Source: an optimization exercise on an open RTL-to-GDS flow (aim: small area, a short achievable clock period and few clock cycles). Production flows keep margins and buffers that such runs may drop.
The RTL was checked by simulation tests, not by an equivalence proof against the original design.
Power and IR drop assume default switching activity.

**config.mk**
```make
export PLATFORM = sky130hd
export DESIGN_NAME = mips_core
export DESIGN_NICKNAME = mips_core
export VERILOG_FILES = /design/flow/design.v
export SDC_FILE = /design/flow/constraint.sdc
export NUM_CORES = 8
export LEC_CHECK = 0
export CAP_MARGIN = 20
export CORE_MARGIN = 2
export CORE_UTILIZATION = 40
export SLEW_MARGIN = 20
```
**constraint.sdc**
```tcl
create_clock -name core_clock -period 11.0 [get_ports {clk}]
set_input_delay 2.2000 -clock core_clock [delete_from_list [all_inputs] [get_ports {clk}]]
set_output_delay 2.2000 -clock core_clock [all_outputs]
set_load 0.01 [all_outputs]
```
**design.v**
```verilog
module mips_core (
    input  wire        clk,
    input  wire        rst,
    input  wire        host_cmd_valid,
    output wire        host_cmd_ready,
    input  wire [2:0]  host_cmd_op,
    input  wire [4:0]  host_cmd_idx,
    input  wire [31:0] host_cmd_data,
    output reg         host_resp_valid,
    output reg  [2:0]  host_resp_status,
    output reg  [7:0]  host_resp_code,
    output reg  [31:0] host_resp_data,
    output reg         mem_req_valid,
    input  wire        mem_req_ready,
    output reg         mem_req_we,
    output reg  [31:0] mem_req_addr,
    output reg  [31:0] mem_req_wdata,
    input  wire        mem_resp_valid,
    input  wire        mem_resp_err,
    input  wire [7:0]  mem_resp_code,
    input  wire [31:0] mem_resp_rdata
);
    localparam OP_STEP    = 3'd0;
    localparam OP_GET_REG = 3'd1;
    localparam OP_SET_REG = 3'd2;
    localparam OP_GET_PC  = 3'd3;
    localparam OP_SET_PC  = 3'd4;
    localparam ST_OK     = 3'd0;
    localparam ST_INVAL  = 3'd1;
    localparam ST_ALIGN  = 3'd2;
    localparam ST_OVF    = 3'd3;
    localparam ST_MEMERR = 3'd4;
    localparam ST_BADARG = 3'd5;
    localparam S_IDLE       = 4'd0;
    localparam S_FETCH_REQ  = 4'd1;
    localparam S_FETCH_WAIT = 4'd2;
    localparam S_EXEC       = 4'd3;
    localparam S_LD_REQ     = 4'd4;
    localparam S_LD_WAIT    = 4'd5;
    localparam S_ST_REQ     = 4'd6;
    localparam S_ST_WAIT    = 4'd7;
    localparam S_MULDIV     = 4'd8;
    reg [3:0]  state;
    reg [31:0] pc;
    reg [31:0] npc;
    reg [31:0] hi;
    reg [31:0] lo;
    reg [31:0] rf [1:31];
    reg [31:0] ir;
    reg [1:0]  k_q;        
    reg [31:0] rdata_q;    
    wire [5:0]  opcode = ir[31:26];
    wire [4:0]  rs     = ir[25:21];
    wire [4:0]  rt     = ir[20:16];
    wire [4:0]  rd     = ir[15:11];
    wire [4:0]  shamt  = ir[10:6];
    wire [5:0]  funct  = ir[5:0];
    wire [15:0] imm    = ir[15:0];
    wire [31:0] simm   = {{16{imm[15]}}, imm};
    wire [31:0] zimm   = {16'd0, imm};
    wire [31:0] rs_val = (rs == 5'd0) ? 32'd0 : rf[rs];
    wire [31:0] rt_val = (rt == 5'd0) ? 32'd0 : rf[rt];
    wire op_special = (opcode == 6'd0);
    wire op_regimm  = (opcode == 6'd1);
    wire sh_ok      = (shamt == 5'd0);
    wire i_sll   = op_special && funct == 6'h00;
    wire i_srl   = op_special && funct == 6'h02;
    wire i_sra   = op_special && funct == 6'h03;
    wire i_sllv  = op_special && funct == 6'h04 && sh_ok;
    wire i_srlv  = op_special && funct == 6'h06 && sh_ok;
    wire i_srav  = op_special && funct == 6'h07 && sh_ok;
    wire i_jr    = op_special && funct == 6'h08 && sh_ok;
    wire i_jalr  = op_special && funct == 6'h09 && sh_ok;
    wire i_mfhi  = op_special && funct == 6'h10 && sh_ok;
    wire i_mthi  = op_special && funct == 6'h11 && sh_ok;
    wire i_mflo  = op_special && funct == 6'h12 && sh_ok;
    wire i_mtlo  = op_special && funct == 6'h13 && sh_ok;
    wire i_mult  = op_special && funct == 6'h18 && sh_ok;
    wire i_multu = op_special && funct == 6'h19 && sh_ok;
    wire i_div   = op_special && funct == 6'h1A && sh_ok;
    wire i_divu  = op_special && funct == 6'h1B && sh_ok;
    wire i_add   = op_special && funct == 6'h20 && sh_ok;
    wire i_addu  = op_special && funct == 6'h21 && sh_ok;
    wire i_sub   = op_special && funct == 6'h22 && sh_ok;
    wire i_subu  = op_special && funct == 6'h23 && sh_ok;
    wire i_and   = op_special && funct == 6'h24 && sh_ok;
    wire i_or    = op_special && funct == 6'h25 && sh_ok;
    wire i_xor   = op_special && funct == 6'h26 && sh_ok;
    wire i_slt   = op_special && funct == 6'h2A && sh_ok;
    wire i_sltu  = op_special && funct == 6'h2B && sh_ok;
    wire i_bltz   = op_regimm && rt == 5'd0;
    wire i_bgez   = op_regimm && rt == 5'd1;
    wire i_bltzal = op_regimm && rt == 5'd16;
    wire i_bgezal = op_regimm && rt == 5'd17;
    wire i_j     = opcode == 6'd2;
    wire i_jal   = opcode == 6'd3;
    wire i_beq   = opcode == 6'd4;
    wire i_bne   = opcode == 6'd5;
    wire i_blez  = opcode == 6'd6;
    wire i_bgtz  = opcode == 6'd7;
    wire i_addi  = opcode == 6'd8;
    wire i_addiu = opcode == 6'd9;
    wire i_slti  = opcode == 6'd10;
    wire i_sltiu = opcode == 6'd11;
    wire i_andi  = opcode == 6'd12;
    wire i_ori   = opcode == 6'd13;
    wire i_xori  = opcode == 6'd14;
    wire i_lui   = opcode == 6'd15;
    wire i_lb    = opcode == 6'd32;
    wire i_lh    = opcode == 6'd33;
    wire i_lwl   = opcode == 6'd34;
    wire i_lw    = opcode == 6'd35;
    wire i_lbu   = opcode == 6'd36;
    wire i_lhu   = opcode == 6'd37;
    wire i_lwr   = opcode == 6'd38;
    wire i_sb    = opcode == 6'd40;
    wire i_sh    = opcode == 6'd41;
    wire i_sw    = opcode == 6'd43;
    wire c_rtype_alu = i_add | i_addu | i_sub | i_subu | i_and | i_or | i_xor |
                       i_slt | i_sltu | i_sll | i_srl | i_sra | i_sllv | i_srlv |
                       i_srav | i_mfhi | i_mflo;
    wire c_itype_alu = i_addi | i_addiu | i_slti | i_sltiu | i_andi | i_ori |
                       i_xori | i_lui;
    wire c_branch    = i_beq | i_bne | i_blez | i_bgtz | i_bltz | i_bgez |
                       i_bltzal | i_bgezal;
    wire c_jump      = i_j | i_jal | i_jr | i_jalr;
    wire c_muldiv    = i_mult | i_multu | i_div | i_divu;
    wire c_hilo_wr   = i_mthi | i_mtlo;
    wire c_load      = i_lb | i_lbu | i_lh | i_lhu | i_lw | i_lwl | i_lwr;
    wire c_store     = i_sb | i_sh | i_sw;
    wire valid_inst  = c_rtype_alu | c_itype_alu | c_branch | c_jump | c_muldiv |
                       c_hilo_wr | c_load | c_store;
    wire [31:0] alu_b   = op_special ? rt_val : (i_andi | i_ori | i_xori) ? zimm : simm;
    wire [31:0] sum     = rs_val + alu_b;
    wire [31:0] diff    = rs_val - alu_b;
    wire        add_ovf = (rs_val[31] == alu_b[31]) && (sum[31] != rs_val[31]);
    wire        sub_ovf = (rs_val[31] != alu_b[31]) && (diff[31] != rs_val[31]);
    wire        lt_s    = $signed(rs_val) < $signed(alu_b);
    wire        lt_u    = rs_val < alu_b;
    wire [4:0]  shift_n = (i_sll | i_srl | i_sra) ? shamt : rs_val[4:0];
    wire [31:0] shl     = rt_val << shift_n;
    wire [31:0] shr     = rt_val >> shift_n;
    wire [31:0] sar     = $signed(rt_val) >>> shift_n;
    reg [31:0] alu_res;
    always @(*) begin
        alu_res = 32'd0;
        if (i_add | i_addu | i_addi | i_addiu) alu_res = sum;
        else if (i_sub | i_subu)               alu_res = diff;
        else if (i_and | i_andi)               alu_res = rs_val & alu_b;
        else if (i_or  | i_ori)                alu_res = rs_val | alu_b;
        else if (i_xor | i_xori)               alu_res = rs_val ^ alu_b;
        else if (i_slt | i_slti)               alu_res = {31'd0, lt_s};
        else if (i_sltu | i_sltiu)             alu_res = {31'd0, lt_u};
        else if (i_sll | i_sllv)               alu_res = shl;
        else if (i_srl | i_srlv)               alu_res = shr;
        else if (i_sra | i_srav)               alu_res = sar;
        else if (i_lui)                        alu_res = {imm, 16'd0};
        else if (i_mfhi)                       alu_res = hi;
        else if (i_mflo)                       alu_res = lo;
    end
    wire alu_ovf = ((i_add | i_addi) & add_ovf) | (i_sub & sub_ovf);
    wire br_taken = (i_beq  & (rs_val == rt_val)) |
                    (i_bne  & (rs_val != rt_val)) |
                    (i_blez & (rs_val[31] | (rs_val == 32'd0))) |
                    (i_bgtz & (~rs_val[31] & (rs_val != 32'd0))) |
                    ((i_bltz | i_bltzal) & rs_val[31]) |
                    ((i_bgez | i_bgezal) & ~rs_val[31]);
    wire [31:0] br_target = npc + {simm[29:0], 2'b00};
    wire [31:0] j_target  = {npc[31:28], ir[25:0], 2'b00};
    wire [31:0] link_addr = pc + 32'd8;
    reg [31:0] ctl_npc;
    always @(*) begin
        if (i_j | i_jal)        ctl_npc = j_target;
        else if (i_jr | i_jalr) ctl_npc = rs_val;
        else if (br_taken)      ctl_npc = br_target;
        else                    ctl_npc = npc + 32'd4;
    end
    wire [31:0] ea      = rs_val + simm;
    wire        half_misaligned = ea[0];
    wire [1:0]  k       = k_q;
    reg  [7:0]  ld_byte;
    always @(*) begin
        case (k)
            2'd0: ld_byte = mem_resp_rdata[31:24];
            2'd1: ld_byte = mem_resp_rdata[23:16];
            2'd2: ld_byte = mem_resp_rdata[15:8];
            default: ld_byte = mem_resp_rdata[7:0];
        endcase
    end
    wire [15:0] ld_half = k[1] ? mem_resp_rdata[15:0] : mem_resp_rdata[31:16];
    reg [31:0] lwl_val;
    reg [31:0] lwr_val;
    always @(*) begin
        case (k)
            2'd0: lwl_val = mem_resp_rdata;
            2'd1: lwl_val = {mem_resp_rdata[23:0], rt_val[7:0]};
            2'd2: lwl_val = {mem_resp_rdata[15:0], rt_val[15:0]};
            default: lwl_val = {mem_resp_rdata[7:0], rt_val[23:0]};
        endcase
        case (k)
            2'd0: lwr_val = {rt_val[31:8], mem_resp_rdata[31:24]};
            2'd1: lwr_val = {rt_val[31:16], mem_resp_rdata[31:16]};
            2'd2: lwr_val = {rt_val[31:24], mem_resp_rdata[31:8]};
            default: lwr_val = mem_resp_rdata;
        endcase
    end
    reg [31:0] load_val;
    always @(*) begin
        if (i_lb | i_lbu)  load_val = {24'd0, ld_byte};
        else if (i_lh)     load_val = {{16{ld_half[15]}}, ld_half};
        else if (i_lhu)    load_val = {16'd0, ld_half};
        else if (i_lwl)    load_val = lwl_val;
        else if (i_lwr)    load_val = lwr_val;
        else               load_val = mem_resp_rdata;
    end
    reg [31:0] store_merge;
    always @(*) begin
        store_merge = rdata_q;
        if (i_sb) begin
            case (k)
                2'd0: store_merge[31:24] = rt_val[7:0];
                2'd1: store_merge[23:16] = rt_val[7:0];
                2'd2: store_merge[15:8]  = rt_val[7:0];
                default: store_merge[7:0] = rt_val[7:0];
            endcase
        end else begin
            if (k[1]) store_merge[15:0]  = rt_val[15:0];
            else      store_merge[31:16] = rt_val[15:0];
        end
    end
    reg [5:0]  md_count;
    reg        md_is_div;
    reg        md_neg_q;      
    reg        md_neg_r;      
    reg [31:0] md_b;          
    reg [63:0] md_acc;        
    wire        md_signed = i_mult | i_div;
    wire [31:0] mag_a = (md_signed & rs_val[31]) ? (32'd0 - rs_val) : rs_val;
    wire [31:0] mag_b = (md_signed & rt_val[31]) ? (32'd0 - rt_val) : rt_val;
    wire [32:0] mul_add  = {1'b0, md_acc[63:32]} + (md_acc[0] ? {1'b0, md_b} : 33'd0);
    wire [63:0] mul_next = {mul_add, md_acc[31:1]};
    wire [32:0] div_rem  = {md_acc[63:31]};
    wire [32:0] div_sub  = div_rem - {1'b0, md_b};
    wire [63:0] div_next = div_sub[32] ? {div_rem[31:0], md_acc[30:0], 1'b0}
                                       : {div_sub[31:0], md_acc[30:0], 1'b1};
    wire [63:0] prod_fix = md_neg_q ? (64'd0 - md_acc) : md_acc;
    wire [31:0] quot_fix = md_neg_q ? (32'd0 - md_acc[31:0])  : md_acc[31:0];
    wire [31:0] rem_fix  = md_neg_r ? (32'd0 - md_acc[63:32]) : md_acc[63:32];
    wire cmd_fire = host_cmd_valid && host_cmd_ready;
    assign host_cmd_ready = (state == S_IDLE);
    integer i;
    task finish_ok;
        input [31:0] new_pc;
        begin
            host_resp_valid  <= 1'b1;
            host_resp_status <= ST_OK;
            host_resp_code   <= 8'd0;
            host_resp_data   <= new_pc;
            state            <= S_IDLE;
        end
    endtask
    task finish_err;
        input [2:0] status;
        input [7:0] code;
        begin
            host_resp_valid  <= 1'b1;
            host_resp_status <= status;
            host_resp_code   <= code;
            host_resp_data   <= pc;
            state            <= S_IDLE;
        end
    endtask
    always @(posedge clk) begin
        if (rst) begin
            state            <= S_IDLE;
            pc               <= 32'd0;
            npc              <= 32'd0;
            hi               <= 32'd0;
            lo               <= 32'd0;
            for (i = 1; i < 32; i = i + 1) rf[i] <= 32'd0;
            ir               <= 32'd0;
            k_q              <= 2'd0;
            rdata_q          <= 32'd0;
            host_resp_valid  <= 1'b0;
            host_resp_status <= 3'd0;
            host_resp_code   <= 8'd0;
            host_resp_data   <= 32'd0;
            mem_req_valid    <= 1'b0;
            mem_req_we       <= 1'b0;
            mem_req_addr     <= 32'd0;
            mem_req_wdata    <= 32'd0;
            md_count         <= 6'd0;
            md_is_div        <= 1'b0;
            md_neg_q         <= 1'b0;
            md_neg_r         <= 1'b0;
            md_b             <= 32'd0;
            md_acc           <= 64'd0;
        end else begin
            host_resp_valid <= 1'b0;
            case (state)
                S_IDLE: begin
                    if (cmd_fire) begin
                        case (host_cmd_op)
                            OP_STEP: begin
                                mem_req_valid <= 1'b1;
                                mem_req_we    <= 1'b0;
                                mem_req_addr  <= pc;
                                state         <= S_FETCH_REQ;
                            end
                            OP_GET_REG: begin
                                host_resp_valid  <= 1'b1;
                                host_resp_status <= ST_OK;
                                host_resp_code   <= 8'd0;
                                host_resp_data   <= (host_cmd_idx == 5'd0) ? 32'd0 : rf[host_cmd_idx];
                            end
                            OP_SET_REG: begin
                                if (host_cmd_idx != 5'd0) rf[host_cmd_idx] <= host_cmd_data;
                                host_resp_valid  <= 1'b1;
                                host_resp_status <= ST_OK;
                                host_resp_code   <= 8'd0;
                                host_resp_data   <= 32'd0;
                            end
                            OP_GET_PC: begin
                                host_resp_valid  <= 1'b1;
                                host_resp_status <= ST_OK;
                                host_resp_code   <= 8'd0;
                                host_resp_data   <= pc;
                            end
                            OP_SET_PC: begin
                                pc  <= host_cmd_data;
                                npc <= host_cmd_data + 32'd4;
                                host_resp_valid  <= 1'b1;
                                host_resp_status <= ST_OK;
                                host_resp_code   <= 8'd0;
                                host_resp_data   <= 32'd0;
                            end
                            default: begin
                                host_resp_valid  <= 1'b1;
                                host_resp_status <= ST_BADARG;
                                host_resp_code   <= 8'd0;
                                host_resp_data   <= 32'd0;
                            end
                        endcase
                    end
                end
                S_FETCH_REQ: begin
                    if (mem_req_ready) begin
                        mem_req_valid <= 1'b0;
                        state         <= S_FETCH_WAIT;
                    end
                end
                S_FETCH_WAIT: begin
                    if (mem_resp_valid) begin
                        if (mem_resp_err) begin
                            finish_err(ST_MEMERR, mem_resp_code);
                        end else begin
                            ir    <= mem_resp_rdata;
                            state <= S_EXEC;
                        end
                    end
                end
                S_EXEC: begin
                    if (!valid_inst) begin
                        finish_err(ST_INVAL, 8'd0);
                    end else if (c_branch | c_jump) begin
                        if (i_jal | i_bltzal | i_bgezal) rf[31] <= link_addr;
                        if (i_jalr && rd != 5'd0)       rf[rd] <= link_addr;
                        pc  <= npc;
                        npc <= ctl_npc;
                        finish_ok(npc);
                    end else if (c_rtype_alu | c_itype_alu) begin
                        if (alu_ovf) begin
                            finish_err(ST_OVF, 8'd0);
                        end else begin
                            if (c_rtype_alu && rd != 5'd0) rf[rd] <= alu_res;
                            if (c_itype_alu && rt != 5'd0) rf[rt] <= alu_res;
                            pc  <= npc;
                            npc <= npc + 32'd4;
                            finish_ok(npc);
                        end
                    end else if (c_hilo_wr) begin
                        if (i_mthi) hi <= rs_val;
                        else        lo <= rs_val;
                        pc  <= npc;
                        npc <= npc + 32'd4;
                        finish_ok(npc);
                    end else if (c_muldiv) begin
                        if ((i_div | i_divu) && rt_val == 32'd0) begin
                            hi <= 32'd0;
                            lo <= 32'd0;
                            if (i_divu) begin
                                finish_err(ST_INVAL, 8'd0);
                            end else begin
                                pc  <= npc;
                                npc <= npc + 32'd4;
                                finish_ok(npc);
                            end
                        end else begin
                            md_count  <= 6'd32;
                            md_is_div <= i_div | i_divu;
                            md_b      <= mag_b;
                            md_neg_q  <= md_signed & (rs_val[31] ^ rt_val[31]);
                            md_neg_r  <= md_signed & rs_val[31];
                            md_acc    <= {32'd0, mag_a};
                            state     <= S_MULDIV;
                        end
                    end else begin
                        if ((i_lh | i_lhu | i_sh) && half_misaligned) begin
                            finish_err(ST_ALIGN, 8'd0);
                        end else begin
                            k_q           <= ea[1:0];
                            mem_req_valid <= 1'b1;
                            mem_req_we    <= i_sw;
                            mem_req_addr  <= {ea[31:2], 2'b00};
                            mem_req_wdata <= rt_val;
                            state         <= S_LD_REQ;
                        end
                    end
                end
                S_MULDIV: begin
                    if (md_count != 6'd0) begin
                        md_acc   <= md_is_div ? div_next : mul_next;
                        md_count <= md_count - 6'd1;
                    end else begin
                        if (md_is_div) begin
                            hi <= rem_fix;
                            lo <= quot_fix;
                        end else begin
                            hi <= prod_fix[63:32];
                            lo <= prod_fix[31:0];
                        end
                        pc  <= npc;
                        npc <= npc + 32'd4;
                        finish_ok(npc);
                    end
                end
                S_LD_REQ: begin
                    if (mem_req_ready) begin
                        mem_req_valid <= 1'b0;
                        state         <= S_LD_WAIT;
                    end
                end
                S_LD_WAIT: begin
                    if (mem_resp_valid) begin
                        if (mem_resp_err) begin
                            finish_err(ST_MEMERR, mem_resp_code);
                        end else if (i_sw) begin
                            pc  <= npc;
                            npc <= npc + 32'd4;
                            finish_ok(npc);
                        end else if (i_sb | i_sh) begin
                            rdata_q <= mem_resp_rdata;
                            state   <= S_ST_REQ;
                        end else begin
                            if (rt != 5'd0) rf[rt] <= load_val;
                            pc  <= npc;
                            npc <= npc + 32'd4;
                            finish_ok(npc);
                        end
                    end
                end
                S_ST_REQ: begin
                    if (!mem_req_valid) begin
                        mem_req_valid <= 1'b1;
                        mem_req_we    <= 1'b1;
                        mem_req_wdata <= store_merge;
                    end else if (mem_req_ready) begin
                        mem_req_valid <= 1'b0;
                        state         <= S_ST_WAIT;
                    end
                end
                S_ST_WAIT: begin
                    if (mem_resp_valid) begin
                        if (mem_resp_err) begin
                            finish_err(ST_MEMERR, mem_resp_code);
                        end else begin
                            pc  <= npc;
                            npc <= npc + 32'd4;
                            finish_ok(npc);
                        end
                    end
                end
                default: state <= S_IDLE;
            endcase
        end
    end
endmodule
```
**run.sh**
```bash
#!/bin/bash
# synth_recipe.tcl (not shown) runs the flow's synth.tcl, then flattens the netlist and writes it again
# the make line also repeats each setting of config.mk as NAME=value (left out here)
make -C /OpenROAD-flow-scripts/flow DESIGN_CONFIG=/design/flow/config.mk WORK_HOME=/design/flow/orfs CLKGATE_MAP_FILE= SYNTH_SCRIPT=/design/flow/synth_recipe.tcl finish
```
==> results by group <==
Clock tree
  • Setup bufs post-CTS: 0
  • Clock Pin Slew Worst Setup and Hold Paths: 0.06 ns
  • PostCTS Resize Cnt: 0
  • Number of clock buffers inserted by TritonCTS: 181
  • CTS tree: yes
  • Hold-fix buffer count after cts: 0
  • Clock latency on the worst-skew pair: 0.95 ns
  • Longest Clk Path Bufs: 4
  • Library cell used as clock root buffer: sky130_fd_sc_hd__clkbuf_16
  • Number of clock sinks seen by CTS: 1,447
  • Clock H-tree levels: 4

STA
  • Total Negative Setup Slacks: 0 ns
  • Crit share post-route: 91.6%
  • Setup repair after global routing missed its margin: no
  • Final-report max-slew violation count: 0
  • Hold violation total from the final report: 0
  • Clock period minus final worst setup slack: 10.07 ns
  • Final setup skew: 0.116 ns
  • Worst Slack Setup Final: 0.926 ns
  • Slew at the pin closest to its max-slew limit: 1.39 ns
  • Max Clk Rate: 99.3 MHz
  • Total setup violations reported at the end of the flow: 0
  • Worst rel slew slack: 7.28%

Die
  • Die Span X: 521 um
  • Starting density of the core: 40.3%
  • Core region area: 266,000 um^2
  • Die area: 271,000 um^2
  • Vert. Die Dim: 521 um
  • Ports: 197
  • Rows: 189

Cells and area
  • Area overhead of the layout relative to synthesis: 13.5%
  • Fill cell total of the finished layout: 24,900
  • Share of final-layout standard cells stronger than drive strength 1: 19.4%
  • Area of all placed cells without fillers: 121,000 um^2
  • Layout Nets: 11,100

Detailed routing
  • Remaining design rule violation count: 0
  • Vias: 104,000
  • Total routed wirelength: 602,000 um
  • Total iterations of the first detailed-routing run: 10
  • Mean number of vias per cell: 7.16
  • Antenna Nets Post-Route: 0
  • Drt initial violations: 18,500
  • Routed length per instance: 41.5 um

Worst setup path
  • Critical Path Source Type: register
  • Worst Setup End Kind: register
  • Buf+Inv Stages, Crit Path: 5
  • Max incr delay on CP: 0.79 ns
  • Cell mode on critical path: sky130_fd_sc_hd__buf_4
  • Crit path max-delay cell type: sky130_fd_sc_hd__dfxtp_4
  • Required time of the critical path: 11.56 ns
  • Crit Path Category: register to register
  • Worst-path fanout max: 32
  • Arrival @ worst endpoint: 10.63 ns
  • Kind of cell with the highest combined delay on the critical path: simple AND/OR/NAND/NOR gates

Power
  • Highest ir drop seen on vdd: 0.131 mV
  • Leak pwr: 42.5 nW
  • Total power per unit cell area: 139 nW/um^2
  • Overall power: 0.0168 W

Synth
  • Leading cell types by count after synthesis: 1,616 x sky130_fd_sc_hd__nor2_1, 1,024 x sky130_fd_sc_hd__edfxtp_1, 869 x sky130_fd_sc_hd__nand2_1, 746 x sky130_fd_sc_hd__a21oi_1, 724 x sky130_fd_sc_hd__mux4_2
  • Mean instance size in the synthesized netlist: 9.89 um^2
  • Fraction of synthesized cell area in xor and xnor cells: 2.92%
  • Proportion of netlist area held by the largest area contributor: 28.8%
  • Most used DFF post-synth: sky130_fd_sc_hd__edfxtp_1
  • Number of instances in the synthesized netlist: 10,800
  • Mux contribution to synthesized area: 20.2%
  • Arithmetic-cell share of the synthesized area counting full adders, half adders and majority gates: 2.79%
  • Ranking of synthesized cells by area: sky130_fd_sc_hd__edfxtp_1 29%, sky130_fd_sc_hd__mux4_2 15%, sky130_fd_sc_hd__dfxtp_1 7.9%
  • EDFF count, synth: 1,024
  • Number of register bits inferred by synthesis: 1,447
  • Sequential element share of the synthesized area: 36.7%
  • Cell area after synthesis: 107,000 um^2
  • Count of warnings emitted by yosys: 1
  • Share of synthesized cell area in and, or, nand and nor gates: 14.5%
  • Fraction of synthesis flops using an asynchronous set or reset pin: 0%
  • Main combinational cell family by area after synthesis: multiplexers
  • Count of cell types in the netlist: 122
  • Most used standard cell by instance count after synthesis: sky130_fd_sc_hd__nor2_1
  • Cell type contributing the most total cell area after synthesis: sky130_fd_sc_hd__edfxtp_1
  • Area fraction in compound gates after synthesis: 17.7%

Place
  • Total of buffers placed on input and output ports: 196
  • Post-DP Area: 115,000 um^2
  • Final estimated routing congestion in global placement: 1.09
  • Post-DP HPWL: 431,000 um
  • Place WS: 1.48 ns

GRT
  • Number of antenna violations at the first check in global routing: 56
  • Grt total ovfl: 0
  • Vias in the first global route: 96,400
  • Largest net degree at the start of global routing: 93
  • Global router's overall resource usage: 43.0%
  • Wire length of the first global-routing pass: 814,000 um

Flow run
  • Total of max-cap violations: 0

Hold path
  • Type of the worst min-delay path: register to register

Run status
  • Outcome: complete, no violations
## tightest hold or removal path, stage by stage (launching register included)
cell,delay (ns)
sky130_fd_sc_hd__dfxtp_1,0.31
sky130_fd_sc_hd__nand2_1,0.05
sky130_fd_sc_hd__a21oi_1,0.05
## per-stage QoR
stage	std cells	utilization (%)	hold WS (ns)
global route	14500	45.6	0.469
finish	14500	45.7	0.452
floorplan	10800	-	0.432
detailed placement	14100	43.3	0.445
global placement	14100	43.3	0.440
CTS	14500	45.6	0.452
## layout make-up
class	instances	area [um^2]	share of cell area, %
inverter	224	841	0.693
clock buffer	220	4760	3.92
multi-input combinational	8141	63100	52.0
clock inverter	101	1260	1.04
antenna	46	115	0.0949
timing repair buffer	789	7620	6.28
tap	3533	4420	3.64
sequential	1447	39300	32.4
## kinds of logic after synthesis
family                     Yosys count
buffers and inverters             1255
and+or+nand+nor                   3473
AOI/OAI and AO/OA                 2804
DFF                               1447
xor gates and xnor gates           357
other                                1
adders and majority gates          235
muxes                             1240
## registers in the layout (all words and copies together) (netlist names), 8 cells and up, named ones only
signal and cells:
hi 32, host_resp_code 8, host_resp_data 32, ir 32
lo 32, md_acc 64, md_b 32, mem_req_addr 32
mem_req_wdata 32, npc 32, pc 32, rdata_q 32
rf 1024
## path summary, 6_finish.rpt
check / from / end / slack, ns / cells after the start
setup reg to reg: register / rf[24][19] / 0.93 / 26
hold / removal: md_b[25] / md_b[25] / 0.45 / 2
setup / recovery: register / rf[24][19] / 0.93 / 26
hold reg to reg: md_b[25] / md_b[25] / 0.45 / 2
## metal layers
layer | up-vias | GRT usage, % | share of wire, %
met5 | - | 0.333 | 0.052
met3 | 2276 | 14.6 | 14
met2 | 9131 | 62.3 | 42
met1 | 51400 | 52.9 | 35
li1 | 41000 | - | -
met4 | 34 | 32.4 | 9.2
## layout by cell type (no fill, tap or decap), types with 117 or more instances in the layout
cell type                         synthesis  final
sky130_fd_sc_hd__nor2_2                 141    149
sky130_fd_sc_hd__o211ai_1               160    160
sky130_fd_sc_hd__mux2i_1                435    434
sky130_fd_sc_hd__a21oi_1                746    734
sky130_fd_sc_hd__o21ai_0                406    400
sky130_fd_sc_hd__a221oi_1               117    117
sky130_fd_sc_hd__clkbuf_16                0    183
sky130_fd_sc_hd__nand2_1                869    851
sky130_fd_sc_hd__mux4_2                 724    724
sky130_fd_sc_hd__buf_4                   33    497
sky130_fd_sc_hd__a211oi_1               176    173
sky130_fd_sc_hd__dfxtp_1                423    407
sky130_fd_sc_hd__ha_1                   229    229
sky130_fd_sc_hd__nand3_1                200    197
sky130_fd_sc_hd__xnor2_1                241    240
sky130_fd_sc_hd__edfxtp_1              1024   1024
sky130_fd_sc_hd__inv_1                  209    209
sky130_fd_sc_hd__nor2_1                1616   1601
sky130_fd_sc_hd__a22oi_1                301    300
sky130_fd_sc_hd__clkdlybuf4s50_1          0    190
## power breakdown
group	internal, W	switching [W]
Sequential	0.00610	0.000478
Combinational	0.00131	0.00265
Clock	0.00369	0.00260
Total	0.0111	0.00573
Testbench counts, summed over its fixed seeds: cycles 265,049.

## separate check: timing with driven ports
How much do the figures lean on ideal ports? The routed layout below was timed once more, with nothing changed but the port constraints. Step 1: set_driving_cell puts a clkbuf_16 on clk and a buf_2 on each other input, an assumption about the parent block. Step 2 also shifts input and output timing later by t, the mid clock arrival at the registers, as if the neighbouring blocks saw the same clock. Three values: ideal, step 1, step 2; two values: the first two.
t (ns): 0.993
setup WS [ns]: 0.926 / 0.926 / 0.926
slew at the worst register clock pin (ns): 0.07 / 0.07
After both steps setup and hold are still met in this run. The setup slack of this run moves by 0.000 ns with the drivers and by 0.000 ns with both steps.
